Context: an optimization exercise on an open-source flow, tuned for small area, a short achievable clock period and few clock cycles. The choices shown serve that exercise and are no tape-out recipe.
Only simulation tests tie the RTL to the original design; equivalence was not proved.
Power and IR drop assume default switching activity.

job 5895:
// box_blur_engine
module box_blur_engine (
    input  wire        clk,
    input  wire        rst,
    input  wire        reg_wr,
    input  wire [2:0]  reg_addr,
    input  wire [31:0] reg_wdata,
    output reg  [31:0] reg_rdata,
    output reg         mem_req,
    output reg         mem_we,
    output reg  [15:0] mem_addr,
    output reg  [7:0]  mem_wdata,
    input  wire        mem_ack,
    input  wire [7:0]  mem_rdata,
    output reg         snap_req,
    output reg         snap_we,
    output reg  [13:0] snap_addr,
    output reg  [7:0]  snap_wdata,
    input  wire        snap_ack,
    input  wire [7:0]  snap_rdata
);
    localparam [2:0] S_IDLE = 3'd0,
                     S_MUL  = 3'd1,    
                     S_CHK  = 3'd2,    
                     S_PT   = 3'd3,    
                     S_CP   = 3'd4,    
                     S_BRD  = 3'd5,    
                     S_BHO  = 3'd6,    
                     S_BFIN = 3'd7;    
    reg [31:0] buf_base, buf_len, width, height, param;
    reg        busy, done, ovr;
    reg [3:0]  err;
    reg [2:0]  state;
    reg [1:0]  op;              
    wire op_blur = (op == 2'd0);
    wire op_con  = (op == 2'd2);
    wire op_gray = (op == 2'd3);
    always @* begin
        case (reg_addr)
            3'd1:    reg_rdata = {24'd0, err, 1'b0, ovr, done, busy};
            3'd2:    reg_rdata = buf_base;
            3'd3:    reg_rdata = buf_len;
            3'd4:    reg_rdata = width;
            3'd5:    reg_rdata = height;
            3'd6:    reg_rdata = param;
            default: reg_rdata = 32'd0;
        endcase
    end
    wire c_blur   = (reg_wdata == 32'd1);
    wire c_bright = (reg_wdata == 32'd2);
    wire c_con    = (reg_wdata == 32'd3);
    wire c_gray   = (reg_wdata == 32'd4);
    wire [1:0] op_new = c_blur ? 2'd0 : c_bright ? 2'd1 : c_con ? 2'd2 : 2'd3;
    wire [3:0] q_err =
  ...
==> flow/config.mk <==
export PLATFORM = sky130hd
export DESIGN_NAME = box_blur_engine
export DESIGN_NICKNAME = box_blur_engine
export VERILOG_FILES = /design/flow/design.v
export SDC_FILE = /design/flow/constraint.sdc
export NUM_CORES = 4
export LEC_CHECK = 0
export CAP_MARGIN = 20
export CORE_MARGIN = 2
export CORE_UTILIZATION = 40
export SLEW_MARGIN = 20
==> flow/constraint.sdc <==
create_clock -name core_clock -period 13.0 [get_ports {clk}]
set_input_delay 2.6000 -clock core_clock [delete_from_list [all_inputs] [get_ports {clk}]]
set_output_delay 2.6000 -clock core_clock [all_outputs]
set_load 0.01 [all_outputs]
standard.sh (not shown) runs the stock make flow with config.mk's settings and CLKGATE_MAP_FILE= SYNTH_SCRIPT=/design/flow/synth_recipe.tcl, a recipe that flattens the netlist after the stock synthesis.
==> flow/flow/run.sh <==
#!/bin/bash
# Standard layout (the standard.sh: ORFS synth .. finish, unchanged synthesis),
# with the resizer asked to keep a larger setup margin at the design's clock.
set -o pipefail
bash standard.sh SETUP_SLACK_MARGIN=7.0 finish > flow_make.log 2>&1
Testbench counts of job 5895, summed over its fixed seeds: cycles 104,281.
Edits applied to the flow inputs when going from job 5895 to job 9328:
Settings: CORE_UTILIZATION now 65, was 40.
==> flow/flow/run.sh <==
#!/bin/bash
# Standard layout (the standard.sh: ORFS synth .. finish, unchanged synthesis),
# with the resizer asked to keep a larger setup margin at the design's clock.
set -o pipefail
bash standard.sh SETUP_SLACK_MARGIN=6.2 finish > flow_make.log 2>&1
==> run notes <==
Changes observed in job 9328 relative to job 5895: multi-input gate share of the layout cell area now sits higher; clock power now sits lower. Routed wire length for job 9328: about 4.5% down relative to job 5895. For job 9328, the top power group was sequential cells, unlike job 5895, where it was the clock network. Changes observed in job 9328 relative to job 5895: share of the core filled with cells in the final layout increased 27 points; post-route fraction of the period consumed by the critical path increased 1.7 points; met1 wire length decreased 18000 um. Job 9328 vs job 5895 — power density normalized to cell area rose 1.5 nW/um^2.
Changes in job 204 relative to job 9328:
Settings: setting SETUP_SLACK_MARGIN to 5 for the first time; changing CORE_UTILIZATION from 65 to 40.
==> flow/run.sh (new file) <==
#!/bin/bash
# synth_recipe.tcl (not shown) runs the flow's synth.tcl, then flattens the netlist and writes it again
# the make line also repeats each setting of config.mk as NAME=value (left out here)
make -C /OpenROAD-flow-scripts/flow DESIGN_CONFIG=/design/flow/config.mk WORK_HOME=/design/flow/orfs CLKGATE_MAP_FILE= SYNTH_SCRIPT=/design/flow/synth_recipe.tcl finish
removed: flow/flow/run.sh
removed: flow/standard.sh
## What came out
- Job 9328 → job 204: global-route usage went down by 18 points; sequential share of cell area went up 0.91 points; detail-routed via count per cell lower; proportion of power drawn by the clock network saw an increase; post-route total power shrank by about 1.4%.
- Compared job 204 against job 9328; maximum count of clock buffers along a single path within noise.
- Going from job 9328 to job 204, worst slew slack as a fraction of its limit grows by 0.41 points.
- Delta (job 204 minus job 9328): count of clock-buffer cells in the layout up 16, core utilization down 31 points, final clock period utilization by the worst path up 5.6 points, setup slack down 730 ps.

## separate check: timing with driven ports
The results above use ideal ports. As a check the final layouts listed here were re-extracted and re-timed, cells and wires unchanged. Step 1 sets driving cells, clkbuf_16 on the clock port and buf_2 on the other inputs (assumed; they add their load-dependent delay and slew). Step 2 moves the port delays by t, midway between the first and last clock arrival at a register: inputs arrive t later, outputs are due t later. That takes back most of the time a late clock gives input paths. Three values: no drivers, after step 1, after step 2; two values: the first two.
| run | shift t [ns] | slack for setup (ns) | worst setup path at the end | worst slew at a driven data input, ns |
|---|---|---|---|---|
| job 5895 | 0.786 | 6.053 / 6.053 / 5.724 | input to register | 0.17 |
| job 9328 | 0.750 | 5.835 / 5.835 / 5.630 | input to register | 0.11 |
| job 204 | 0.782 | 5.103 / 5.074 / 4.438 | input to register | 0.11 |
After both steps every run listed still meets setup and hold. The setup slack of job 204, which loses most, moves by -0.029 ns with the drivers and by -0.665 ns with both steps.
